What follows belongs to an exercise in optimizing a design on an open flow for small area, a short achievable clock period and few clock cycles; a production flow would make more cautious choices.
In this exercise RTL edits were held to simulation tests only and were not proved equivalent to the original.

job 9171:
Design fm_demod, start of the top module:
module fm_demod (
    input  wire        clk,
    input  wire        rst,
    input  wire        cfg_valid,
    output wire        cfg_ready,
    input  wire [15:0] cfg_d,
    input  wire [15:0] cfg_alpha,
    input  wire        in_valid,
    output wire        in_ready,
    input  wire [7:0]  in_i,
    input  wire [7:0]  in_q,
    output reg         out_valid,
    output reg  [15:0] out_pcm
);
==> flow/config.mk <==
export PLATFORM = sky130hd
export DESIGN_NAME = fm_demod
export DESIGN_NICKNAME = fm_demod
export VERILOG_FILES = /design/flow/design.v
export SDC_FILE = /design/flow/constraint.sdc
export NUM_CORES = 4
export LEC_CHECK = 0
export CAP_MARGIN = 20
export CORE_MARGIN = 2
export CORE_UTILIZATION = 40
export CTS_CLUSTER_DIAMETER = 100
export CTS_CLUSTER_SIZE = 20
export SLEW_MARGIN = 20
==> flow/constraint.sdc <==
create_clock -name core_clock -period 12.0 [get_ports {clk}]
set_input_delay 2.4000 -clock core_clock [delete_from_list [all_inputs] [get_ports {clk}]]
set_output_delay 2.4000 -clock core_clock [all_outputs]
set_load 0.01 [all_outputs]
standard.sh (not shown) runs the stock make flow with config.mk's settings and CLKGATE_MAP_FILE= SYNTH_SCRIPT=/design/flow/synth_recipe.tcl, a recipe that flattens the netlist after the stock synthesis.
==> flow/flow/run.sh <==
#!/bin/bash
# The standard layout (the standard.sh: standard synthesis, floorplan,
# placement, CTS, routing), with ORFS's repair_timing asked to keep 8 ns of
# setup slack at the 12 ns clock, so that it sizes and buffers the paths down
# towards a 4 ns period instead of stopping once the 12 ns clock is met.
set -euo pipefail
export SETUP_SLACK_MARGIN=8
bash standard.sh finish > standard_make.log 2>&1
test -s out/final.def
Testbench counts of job 9171, summed over its fixed seeds: cycles 40,880.
Inputs modified between job 9171 and job 8592:
-- flow/design.v --
<<< job 9171, line 13
    output reg  [15:0] out_pcm
);
    localparam [15:0] REGMASK = 16'b1111111111111110;
    localparam integer NSTG = 15;       
    localparam integer DCYC = 8;        
    localparam integer FB   = 2;        
>>> job 8592, line 13
    output reg  [15:0] out_pcm
);
    localparam [15:0] REGMASK = 16'b0111111111111110;
    localparam integer NSTG = 14;       
    localparam integer DCYC = 8;        
    localparam integer FB   = 2;        
Results
Job 8592: all stages complete, timing, DRC and antenna checks passed. Job 8592 -> job 9171: final cell area excluding filler cells flat. Required arrival time at the worst endpoint was higher in the run labelled job 9171. First-pass GRT wire length (job 8592 vs. job 9171) decreases slightly. The worst setup slack of job 8592 is lower than that of job 9171. Job 8592 ends up with higher number of signal-net buffers in the layout than job 9171 does. For job 8592, the cell with the biggest individual delay on the critical path was fa_1, unlike job 9171, where it was or4_1. From job 9171 to job 8592 the numbers moved as follows: sequential cell count dropped 31, share of the core filled with cells climbed 0.42 points. Diff job 8592..job 9171 | post-layout instance count excluding filler cells | negligible. Final wirelength (job 8592 vs. job 9171) increases slightly. Job 8592 — shortest period the worst path allows 0.027 ns higher, job 9171 as reference. Delta (job 8592 minus job 9171): number of signal-net inverters in the final layout shows an increase of 22; maximum cell stage delay along the critical path shows a reduction of 0.16 ns; clock latency on the worst-skew pair shows a reduction of 0.03 ns.
Testbench counts of job 8592, summed over its fixed seeds: cycles 40,825.

---

Another version of the RTL of fm_demod (not shown whole).
Size: roughly 9,300 cells after synthesis.
==> flow/design.v (excerpt) <==
module fm_demod (
    input  wire        clk,
    input  wire        rst,
    input  wire        cfg_valid,
    output wire        cfg_ready,
    input  wire [15:0] cfg_d,
    input  wire [15:0] cfg_alpha,
    input  wire        in_valid,
    output wire        in_ready,
    input  wire [7:0]  in_i,
    input  wire [7:0]  in_q,
    output reg         out_valid,
    output reg  [15:0] out_pcm
);
==> flow/config.mk <==
export PLATFORM = sky130hd
export DESIGN_NAME = fm_demod
export DESIGN_NICKNAME = fm_demod
export VERILOG_FILES = /design/flow/design.v
export SDC_FILE = /design/flow/constraint.sdc
export NUM_CORES = 4
export LEC_CHECK = 0
export CAP_MARGIN = 20
export CORE_MARGIN = 2
export CORE_UTILIZATION = 40
export CTS_CLUSTER_DIAMETER = 100
export CTS_CLUSTER_SIZE = 20
export SLEW_MARGIN = 20
==> flow/constraint.sdc <==
create_clock -name core_clock -period 12.0 [get_ports {clk}]
set_input_delay 2.4000 -clock core_clock [delete_from_list [all_inputs] [get_ports {clk}]]
set_output_delay 2.4000 -clock core_clock [all_outputs]
set_load 0.01 [all_outputs]
Scripts as last shown in full above: flow/flow/run.sh
Testbench counts at the start, summed over its fixed seeds: cycles 40,888.
==> next run, changes <==
--- a/flow/design.v
+++ b/flow/design.v
@@ -5,22 +5,22 @@
     output wire        cfg_ready,
     input  wire [15:0] cfg_d,
     input  wire [15:0] cfg_alpha,
     input  wire        in_valid,
     output wire        in_ready,
     input  wire [7:0]  in_i,
     input  wire [7:0]  in_q,
     output reg         out_valid,
     output reg  [15:0] out_pcm
 );
-    localparam [15:0] REGMASK = 16'b1111111111111110;
-    localparam integer NSTG = 15;       
+    localparam [15:0] REGMASK = 16'b0111111111111110;
+    localparam integer NSTG = 14;       
     localparam integer DCYC = 8;        
     localparam integer FB   = 2;        
     localparam integer FCYC = 9;        
     localparam integer WGAP = (DCYC + 1 > FCYC + 1) ? DCYC + 1 : FCYC + 1;
     localparam integer PIPE = 5 + NSTG;             
     localparam integer BUSY = PIPE + 3;    
     localparam integer BCW  = (BUSY < 32) ? 5 : (BUSY < 64) ? 6 : 7;
     reg [15:0] alpha_c;     
     reg [15:0] dv;          
     reg [17:0] d3;          
The new run finished with timing, DRC and antenna clean.
Synthesized area shrinks by 1.9%.
Setup slack gets worse by 28 ps.
Synthesized cell count shrinks by 1.7%.
Routed wire length shrinks by 0.92%.
Final cell count shrinks by 1.4%.
Maximum frequency shrinks by 0.71%.
Global-route usage grows by 0.15 points.
Die area shrinks by 1.9%.
Via count shrinks by 1.8%.
Non-clock buffer count grows by 26.
Sequential share of layout area shrinks by 0.23 points.
Testbench counts after the change, summed over its fixed seeds: cycles 40,833.

## separate check: timing with driven ports
No port has a modelled driver above. Below, the same layouts with a new extraction and two added sets of constraints.
Step 1, drivers: a clkbuf_16 drives clk and a buf_2 each remaining input, both assumed.
Step 2 times the ports against the registers' clock, not the clock port: input delays grow and output delays shrink by t, the midpoint of the rising clock arrivals with the driver on.
Slacks: ideal ports / drivers / drivers and shift; pairs: ideal ports / drivers.
run | shift t [ns] | setup slack, ns | worst setup path at the end | worst slew at a driven data input, ns | cell pins on the clock port's net
job 9171 | 0.784 | 7.949 / 7.949 / 7.609 | input to register | 0.04 | 1
job 8592 | 0.762 | 7.923 / 7.923 / 7.598 | input to register | 0.04 | 1
the first run of note 2 | 0.788 | 8.122 / 8.102 / 7.500 | input to register | 0.05 | 1
the second run of note 2 | 0.788 | 8.094 / 8.094 / 7.449 | input to register | 0.05 | 1
After both steps setup and hold are still met in every run listed. The setup slack of the second run of note 2, which loses most, moves by 0.000 ns with the drivers and by -0.645 ns with both steps.
